From an optimization exercise on the open Yosys and OpenROAD flow, aimed at small area, a short achievable clock period and few clock cycles per item; shortcuts taken in it are not production practice. The RTL of this run was laid out without a check of its function. Power is estimated from default activity; no workload was simulated.

$ cat flow/design.v
module et312_cipher_step (
  input  wire [1:0] lane,      
  input  wire       decode,    
  input  wire [7:0] x,         
  input  wire [7:0] fb,        
  input  wire [7:0] k,         
  output reg  [7:0] out,       
  output wire [7:0] fb_next    
);
  reg [7:0] pre;
  reg [7:0] mid;
  always @(*) begin
    pre = 8'h00;
    mid = 8'h00;
    out = 8'h00;
    if (!decode) begin
      pre = x ^ fb ^ k;
      case (lane)
        2'd0:    out = (pre - 8'h41) ^ 8'h62;
        2'd1:    out = {pre[3:0], pre[7:4]};
        default: out = pre;
      endcase
    end else begin
      case (lane)
        2'd0:    mid = (x ^ 8'h62) + 8'h41;
        2'd1:    mid = {x[3:0], x[7:4]};
        default: mid = x;
      endcase
      out = mid ^ fb ^ k;
    end
  end
  assign fb_next = decode ? x : out;
endmodule
module et312_engine (
  input  wire        clk,
  input  wire        rst,          
  input  wire        cmd_valid,
  output wire        cmd_ready,
  input  wire [15:0] cmd_data,
  output reg         resp_valid,
  output reg  [15:0] resp_data
);
  localparam [7:0] K0  = 8'h65, K1  = 8'hED, K2  = 8'h83;
  localparam [7:0] IV0 = 8'hB9, IV1 = 8'hFE, IV2 = 8'h8F;
  localparam [13:0] CK_WINDOW = 14'd15856;   
  localparam [13:0] CK_OFF_L  = 14'd15857;
  localparam [13:0] CK_OFF_H  = 14'd15858;
  localparam [13:0] IMG_LEN   = 14'd15872;
  localparam [13:0] POS_MAX   = 14'd16383;
  localparam [2:0] M_IDLE = 3'd0, M_ENC = 3'd1, M_ENCCK = 3'd2,
                   M_DEC  = 3'd3, M_CKSUM = 3'd4;
  localparam [3:0] OP_STAT  = 4'h0, OP_SENC  = 4'h1, OP_SENCK = 4'h2,
                   OP_SDEC  = 4'h3, OP_SCHK  = 4'h4, OP_END   = 4'h5,
                   OP_RDERR = 4'h6, OP_BYTE  = 4'h8, OP_RDOUT = 4'h9,
                   OP_RDCKX = 4'hA, OP_RDCKL = 4'hB, OP_RDCKH = 4'hC,
                   OP_RDPOSL = 4'hD, OP_RDPOSH = 4'hE, OP_RESET = 4'hF;
  reg [7:0]  fb0, fb1, fb2;
  reg [1:0]  lane;
  reg [13:0] pos;
  reg [7:0]  xacc;
  reg [15:0] sacc;
  reg [7:0]  dout;
  reg [2:0]  mode;
  reg [2:0]  err;           
  reg [7:0]  fb0_n, fb1_n, fb2_n;
  reg [1:0]  lane_n;
  reg [13:0] pos_n;
  reg [7:0]  xacc_n;
  reg [15:0] sacc_n;
  reg [7:0]  dout_n;
  reg [2:0]  mode_n;
  reg [2:0]  err_n;
  reg [7:0]  data;
  assign cmd_ready = 1'b1;
  wire accept = cmd_valid && cmd_ready;
  wire [3:0] op  = cmd_data[15:12];
  wire [3:0] rsv = cmd_data[11:8];
  wire [7:0] arg = cmd_data[7:0];
  wire illegal = (rsv != 4'h0) || (op == 4'h7) || (op != OP_BYTE && arg != 8'h00);
  reg  [7:0] step_x;
  reg  [7:0] fb_cur;
  reg  [7:0] k_cur;
  wire [7:0] step_out;
  wire [7:0] step_fb;
  always @(*) begin
    case (lane)
      2'd0:    begin fb_cur = fb0; k_cur = K0; end
      2'd1:    begin fb_cur = fb1; k_cur = K1; end
      default: begin fb_cur = fb2; k_cur = K2; end
    endcase
  end
  always @(*) begin
    step_x = arg;
    if (mode == M_ENCCK) begin
      if (pos == CK_WINDOW)     step_x = xacc;
      else if (pos == CK_OFF_L) step_x = sacc[7:0];
      else if (pos == CK_OFF_H) step_x = sacc[15:8];
    end
  end
  et312_cipher_step u_step (
    .lane    (lane),
    .decode  (mode == M_DEC),
    .x       (step_x),
    .fb      (fb_cur),
    .k       (k_cur),
    .out     (step_out),
    .fb_next (step_fb)
  );
  wire [13:0] pos_inc   = (pos == POS_MAX) ? pos : pos + 14'd1;
  wire [1:0]  lane_inc  = (lane == 2'd2) ? 2'd0 : lane + 2'd1;
  wire        in_window = (pos < CK_WINDOW);
  always @(*) begin
    fb0_n  = fb0;
    fb1_n  = fb1;
    fb2_n  = fb2;
    lane_n = lane;
    pos_n  = pos;
    xacc_n = xacc;
    sacc_n = sacc;
    dout_n = dout;
    mode_n = mode;
    err_n  = err;
    data   = 8'h00;
    if (illegal) begin
      err_n[0] = 1'b1;
    end else begin
      case (op)
        OP_SENC, OP_SENCK, OP_SDEC, OP_SCHK: begin
          fb0_n  = IV0;
          fb1_n  = IV1;
          fb2_n  = IV2;
          lane_n = 2'd0;
          pos_n  = 14'd0;
          xacc_n = 8'h00;
          sacc_n = 16'h0000;
          dout_n = 8'h00;
          mode_n = op[2:0];
        end
        OP_END: begin
          mode_n = M_IDLE;
        end
        OP_RESET: begin
          fb0_n  = IV0;
          fb1_n  = IV1;
          fb2_n  = IV2;
          lane_n = 2'd0;
          pos_n  = 14'd0;
          xacc_n = 8'h00;
          sacc_n = 16'h0000;
          dout_n = 8'h00;
          mode_n = M_IDLE;
          err_n  = 3'b000;
        end
        OP_RDERR:  data = {5'b00000, err};
        OP_RDOUT:  data = dout;
        OP_RDCKX:  data = xacc;
        OP_RDCKL:  data = sacc[7:0];
        OP_RDCKH:  data = sacc[15:8];
        OP_RDPOSL: data = pos[7:0];
        OP_RDPOSH: data = {2'b00, pos[13:8]};
        OP_BYTE: begin
          case (mode)
            M_ENC, M_DEC, M_ENCCK: begin
              if (mode == M_ENCCK && pos >= IMG_LEN) begin
                err_n[2] = 1'b1;                     
              end else begin
                if (mode == M_ENCCK && in_window) begin
                  xacc_n = xacc ^ arg;
                  sacc_n = sacc + {8'h00, arg};
                end
                case (lane)
                  2'd0:    fb0_n = step_fb;
                  2'd1:    fb1_n = step_fb;
                  default: fb2_n = step_fb;
                endcase
                dout_n = step_out;
                data   = step_out;
                pos_n  = pos_inc;
                lane_n = lane_inc;
              end
            end
            M_CKSUM: begin
              if (in_window) begin
                xacc_n = xacc ^ arg;
                sacc_n = sacc + {8'h00, arg};
              end
              pos_n  = pos_inc;
              lane_n = lane_inc;
            end
            default: begin
              err_n[1] = 1'b1;                       
            end
          endcase
        end
        default: ;                                   
      endcase
    end
  end
  wire [7:0] status_n = {(err_n != 3'b000), (pos_n >= IMG_LEN), (pos_n >= CK_WINDOW),
                         lane_n, mode_n};
  always @(posedge clk) begin
    if (rst) begin
      fb0        <= IV0;
      fb1        <= IV1;
      fb2        <= IV2;
      lane       <= 2'd0;
      pos        <= 14'd0;
      xacc       <= 8'h00;
      sacc       <= 16'h0000;
      dout       <= 8'h00;
      mode       <= M_IDLE;
      err        <= 3'b000;
      resp_valid <= 1'b0;
      resp_data  <= 16'h0000;
    end else begin
      resp_valid <= accept;
      if (accept) begin
        fb0       <= fb0_n;
        fb1       <= fb1_n;
        fb2       <= fb2_n;
        lane      <= lane_n;
        pos       <= pos_n;
        xacc      <= xacc_n;
        sacc      <= sacc_n;
        dout      <= dout_n;
        mode      <= mode_n;
        err       <= err_n;
        resp_data <= {status_n, data};
      end
    end
  end
endmodule
$ cat flow/run.sh
#!/bin/bash
# synth_recipe.tcl (not shown) runs the flow's synth.tcl, then flattens the netlist and writes it again
# the make line also repeats each setting of config.mk as NAME=value (left out here)
make -C /OpenROAD-flow-scripts/flow DESIGN_CONFIG=/design/flow/config.mk WORK_HOME=/design/flow/orfs CLKGATE_MAP_FILE= SYNTH_SCRIPT=/design/flow/synth_recipe.tcl finish
$ cat flow/constraint.sdc
create_clock -name core_clock -period 5.0 [get_ports {clk}]
set_input_delay 1.0000 -clock core_clock [delete_from_list [all_inputs] [get_ports {clk}]]
set_output_delay 1.0000 -clock core_clock [all_outputs]
set_load 0.01 [all_outputs]
$ cat flow/config.mk
export PLATFORM = sky130hd
export DESIGN_NAME = et312_engine
export DESIGN_NICKNAME = et312_engine
export VERILOG_FILES = /design/flow/design.v
export SDC_FILE = /design/flow/constraint.sdc
export NUM_CORES = 4
export LEC_CHECK = 0
export CAP_MARGIN = 20
export CORE_MARGIN = 2
export CORE_UTILIZATION = 40
export SLEW_MARGIN = 20
==> impl_table.tex <==
\begin{tabular}{lr}
\hline
Metric & Value \\
\hline
\multicolumn{2}{l}{\textbf{Floorplanning}} \\
\quad Count of pins on the block boundary & 37 \\
\quad Standard-cell rows & 48 \\
\quad Die H & 138 um \\
\quad Die area & 18900 um\^{}2 \\
\quad Core box area & 17400 um\^{}2 \\
\quad Width of the die & 138 um \\
\quad Starting utilization of the core area & 0.411 \\
\multicolumn{2}{l}{\textbf{Synthesis}} \\
\quad Synthesized netlist cell count & 938 \\
\quad Synthesis-stage register bit count & 90 \\
\quad Part of the Yosys area used for sequential elements & 0.253 \\
\quad Post-synth EDFFs & 0 \\
\quad Number of distinct library cells after synthesis & 89 \\
\quad Share of flip-flops with an asynchronous set or reset & 0 \\
\quad Netlist area before placement & 7130 um\^{}2 \\
\quad Synth warn & 2 \\
\quad Syn Area/Cell & 7.61 um\^{}2 \\
\quad Post-Syn Nets & 972 \\
\quad Most used flip-flop cell after synthesis & sky130\_fd\_sc\_hd\_\_dfxtp\_1 \\
\multicolumn{2}{l}{\textbf{STA}} \\
\quad Count of endpoints failing hold in the final timing report & 0 \\
\quad Slew Viols, Final & 0 \\
\quad Setup\_tns & 0 ns \\
\quad Setup slack of the critical path after layout & 0.806 ns \\
\quad RSZ-0062 raised after global routing & no \\
\quad Part of the cycle the worst path needs & 0.839 \\
\quad Largest clock skew in the final design & 0.0105 ns \\
\quad Slew of the pin with the lowest slew margin & 0.920 ns \\
\quad Tmin final & 4.19 ns \\
\quad Normalized max-slew margin & 0.380 \\
\quad Final setup vio count & 0 \\
\quad Hold slack & 0.457 ns \\
\quad Highest clock rate & 0.238 GHz \\
\multicolumn{2}{l}{\textbf{Clocking}} \\
\quad Count of clock tree sinks & 90 \\
\quad Gates resized, CTS repair & 0 \\
\quad Clock tree from TritonCTS & done \\
\quad Root buffer cell & sky130\_fd\_sc\_hd\_\_clkbuf\_16 \\
\quad Clock-pin slew reported for the worst setup and hold paths after clock tree synthesis & 0.07 ns \\
\quad Worst skew pair latency & 0.36 ns \\
\quad Buffer levels on the longest clock path & 2 \\
\quad Number of buffers created by CTS & 9 \\
\quad H-Tree Depth & 3 \\
\quad Cts hold-fix bufs & 0 \\
\quad Number of buffers added for setup after CTS & 0 \\
\multicolumn{2}{l}{\textbf{Global routing}} \\
\quad Via count of the first global-routing pass & 6709 \\
\quad Maximum number of pins on one net before global-route repair & 57 \\
\quad Initial antenna violation count & 0 \\
\quad Overflow left after global routing & 0 \\
\quad Met2 global-route usage & 0.396 \\
\quad Routing usage on met1 & 0.381 \\
\quad GR Util All Layers & 0.262 \\
\quad GR Util met3 & 0.0327 \\
\quad Most used routing layer in global routing & met2 \\
\quad Global-route wire length before repair & 38100 um \\
\multicolumn{2}{l}{\textbf{Setup path}} \\
\quad Crit Path Category & reg2reg \\
\quad Worst setup EP type & flip-flop \\
\quad Data required, critical path & 5.21 ns \\
\quad Maximum fanout count along the critical path & 18 \\
\quad Arrival time at the worst endpoint & 4.41 ns \\
\quad Crit start category & flip-flop \\
\multicolumn{2}{l}{\textbf{Pwr}} \\
\quad Lkg Pwr & 2.78 nW \\
\quad Pwr Density & 201 nW/um\^{}2 \\
\quad IR Drop Worst-Case VDD & 0.149 mV \\
\multicolumn{2}{l}{\textbf{Route}} \\
\quad Initial drt markers & 937 \\
\quad Count of TritonRoute iterations in the first routing pass & 5 \\
\quad DR vias & 7484 \\
\quad Mean number of vias per cell & 6.37 \\
\quad Remaining number of nets flagged by the antenna check after routing & 0 \\
\quad DRC violation count after routing & 0 \\
\quad Average wire per cell in the routed design & 20.6 um \\
\quad Wire length after detailed routing & 24200 um \\
\multicolumn{2}{l}{\textbf{Final layout}} \\
\quad \# diodes & 0 \\
\quad Sequential cell area & 1800 um\^{}2 \\
\quad Net count reported at finish & 979 \\
\quad Area growth from synthesis to final layout & 12.2\% \\
\quad Layout cells sized above 1 & 0.0874 \\
\quad \# fillers & 1743 \\
\quad Footprint of the multi-input gates & 4980 um\^{}2 \\
\multicolumn{2}{l}{\textbf{Worst hold path}} \\
\quad Worst min-delay path category & reg2reg \\
\multicolumn{2}{l}{\textbf{Placement}} \\
\quad Number of buffer cells added on primary ports & 35 \\
\quad Global placement routability congestion & 0.942 \\
\quad Dpl hpwl & 17700 um \\
\quad Place WS & 0.686 ns \\
\multicolumn{2}{l}{\textbf{Status}} \\
\quad Run status & finished clean \\
\multicolumn{2}{l}{\textbf{Flow run}} \\
\quad Number of maximum-capacitance violations & 0 \\
\hline
\end{tabular}
## registers in the layout (all words and copies together) (netlist names)
signal,count
dout,8
err,3
fb0,8
fb1,8
fb2,8
mode,2
pos,14
resp_data,14
resp_valid,1
sacc,16
xacc,8
## routing by layer
metal	wire length, um	up-vias
li1	-	3557
met1	11500	3559
met2	10500	326
met3	1620	42
met4	642	0
met5	0	-
## through the flow
step                      instance area (um^2)  total power (W)   util  cells
after detailed placement                  7700         0.000923  0.444   1159
after global routing                      8000          0.00167  0.461   1175
after floorplan                           7130         0.000856      -    938
after CTS                                 8000          0.00161  0.461   1175
after global placement                    7700         0.000923  0.444   1159
final                                     8000          0.00161  0.461   1175
## Yosys cell counts (5+ instances only)
cell                        number  area, um^2
sky130_fd_sc_hd__or3_1          11        68.8
sky130_fd_sc_hd__a311o_1         5        50.1
sky130_fd_sc_hd__nand2_1       106         398
sky130_fd_sc_hd__o311ai_0        7        61.3
sky130_fd_sc_hd__a311oi_1        7        61.3
sky130_fd_sc_hd__a22oi_1        16         120
sky130_fd_sc_hd__nor3_1         21         105
sky130_fd_sc_hd__and2_1          6        37.5
sky130_fd_sc_hd__inv_1          17        63.8
sky130_fd_sc_hd__nor2_1         89         334
sky130_fd_sc_hd__mux2i_1        26         260
sky130_fd_sc_hd__a21o_1          7        52.6
sky130_fd_sc_hd__nand3_1        32         160
sky130_fd_sc_hd__and3_1         12        75.1
sky130_fd_sc_hd__xnor2_1        17         149
sky130_fd_sc_hd__o21a_1          6        45.0
sky130_fd_sc_hd__mux2_2          7        78.8
sky130_fd_sc_hd__o22ai_1         8        50.1
sky130_fd_sc_hd__o21ai_1         5        25.0
sky130_fd_sc_hd__xor2_1         16         140
sky130_fd_sc_hd__o211ai_1       14         105
sky130_fd_sc_hd__a221oi_1        9        78.8
sky130_fd_sc_hd__nor2b_1        25         156
sky130_fd_sc_hd__a2111oi_0       6        52.6
sky130_fd_sc_hd__clkbuf_1       51         191
sky130_fd_sc_hd__o21ai_0        43         215
sky130_fd_sc_hd__nor3b_1         7        52.6
sky130_fd_sc_hd__dfxtp_1        90        1800
sky130_fd_sc_hd__ha_1           14         175
sky130_fd_sc_hd__nand2b_1        7        43.8
sky130_fd_sc_hd__or4_1           5        37.5
sky130_fd_sc_hd__buf_1           5        18.8
sky130_fd_sc_hd__a21oi_1        67         335
sky130_fd_sc_hd__a211oi_1       20         150
sky130_fd_sc_hd__o311a_1         5        50.1
sky130_fd_sc_hd__a32o_1          6        60.1
sky130_fd_sc_hd__buf_2           8        40.0
sky130_fd_sc_hd__nor4_1          6        37.5
sky130_fd_sc_hd__a31oi_1         9        56.3
sky130_fd_sc_hd__o21bai_1        6        45.0
sky130_fd_sc_hd__o211a_1         7        70.1
sky130_fd_sc_hd__o31ai_1        14         105
sky130_fd_sc_hd__o221ai_1        6        52.6
sky130_fd_sc_hd__nand4_1         7        43.8
## layout make-up
class                   instances  share of cell area
clock buffers                   9              0.0281
clock inverters                 7             0.00860
inverters                      17             0.00797
multi-input cells             761               0.623
flip-flops and latches         90               0.225
well taps                     225              0.0352
repair buffers                 66              0.0722
## final timing paths
kind / cells past startpoint / slack [ns] / end / from
worst max-delay path: 9 / 0.81 / dout[7] / pos[10]
worst min-delay path: 2 / 0.46 / fb1[0] / fb1[0]
worst max register to register: 9 / 0.81 / dout[7] / pos[10]
worst min register to register: 2 / 0.46 / fb1[0] / fb1[0]
## worst max-delay path, cell delays in order, from the launching register on
cell and delay, ns:
sky130_fd_sc_hd__dfxtp_1 0.57, sky130_fd_sc_hd__nand4_1 0.31, sky130_fd_sc_hd__or4_4 0.63, sky130_fd_sc_hd__o21ai_0 0.78
sky130_fd_sc_hd__nand2_1 0.48, sky130_fd_sc_hd__xnor2_1 0.54, sky130_fd_sc_hd__o211ai_1 0.15, sky130_fd_sc_hd__o311a_1 0.22
sky130_fd_sc_hd__o31ai_1 0.26, sky130_fd_sc_hd__a21oi_1 0.10
## power by group
part           leakage, nW  switching, W  total (W)  internal (W)
Sequential           0.727    0.00000725   0.000727      0.000720
Clock                0.146      0.000343   0.000696      0.000354
Combinational         1.91      0.000113   0.000184     0.0000708
Total                 2.78      0.000463    0.00161       0.00114
## kinds of logic (layout without fill, tap and decap cells)
logic type	Yosys count	in the layout	synth area share
adder cells (fa/ha/maj)	15	15	0.0274
other	1	1	0.000526
multiplexers	33	33	0.0475
XOR/XNOR	33	33	0.0405
AO/OA/AOI/OAI	318	318	0.324
buffers and inverters	87	99	0.0510
flip-flops	90	90	0.253
AND/OR/NAND/NOR	361	361	0.256
## layout by cell type, fill, tap and decap left out, drive strengths merged, types with 8 or more instances in the layout
master	n
a2111oi	10
a211oi	22
a21oi	69
a221oi	9
a22oi	16
a31oi	9
and3	13
buf	32
clkbuf	9
clkdlybuf4s50	34
dfxtp	90
ha	14
inv	22
mux2i	26
nand2	106
nand2b	8
nand3	33
nand4	8
nor2	89
nor2b	25
nor3	21
nor4	8
o211ai	15
o21ai	48
o22ai	8
o311ai	8
o31ai	14
or3	12
xnor2	17
xor2	16

[static timing again, ports no longer ideal]
How much do the figures lean on ideal ports? The routed layout below was timed once more, with nothing changed but the port constraints.
Step 1: set_driving_cell puts a clkbuf_16 on clk and a buf_2 on each other input, an assumption about the parent block.
Step 2 times the ports against the registers' clock, not the clock port: input delays grow and output delays shrink by t, the midpoint of the rising clock arrivals with the driver on.
a / b / c = ideal / step 1 / step 2; a / b = the first two.
t (ns): 0.399
setup slack, ns: 0.806 / 0.806 / 0.627
latest minus earliest clock arrival (ns): 0.010 / 0.011
pins driven straight from the clock port: 1
After both steps this run still meets setup and hold. The setup slack of this run moves by 0.000 ns with the drivers and by -0.179 ns with both steps.
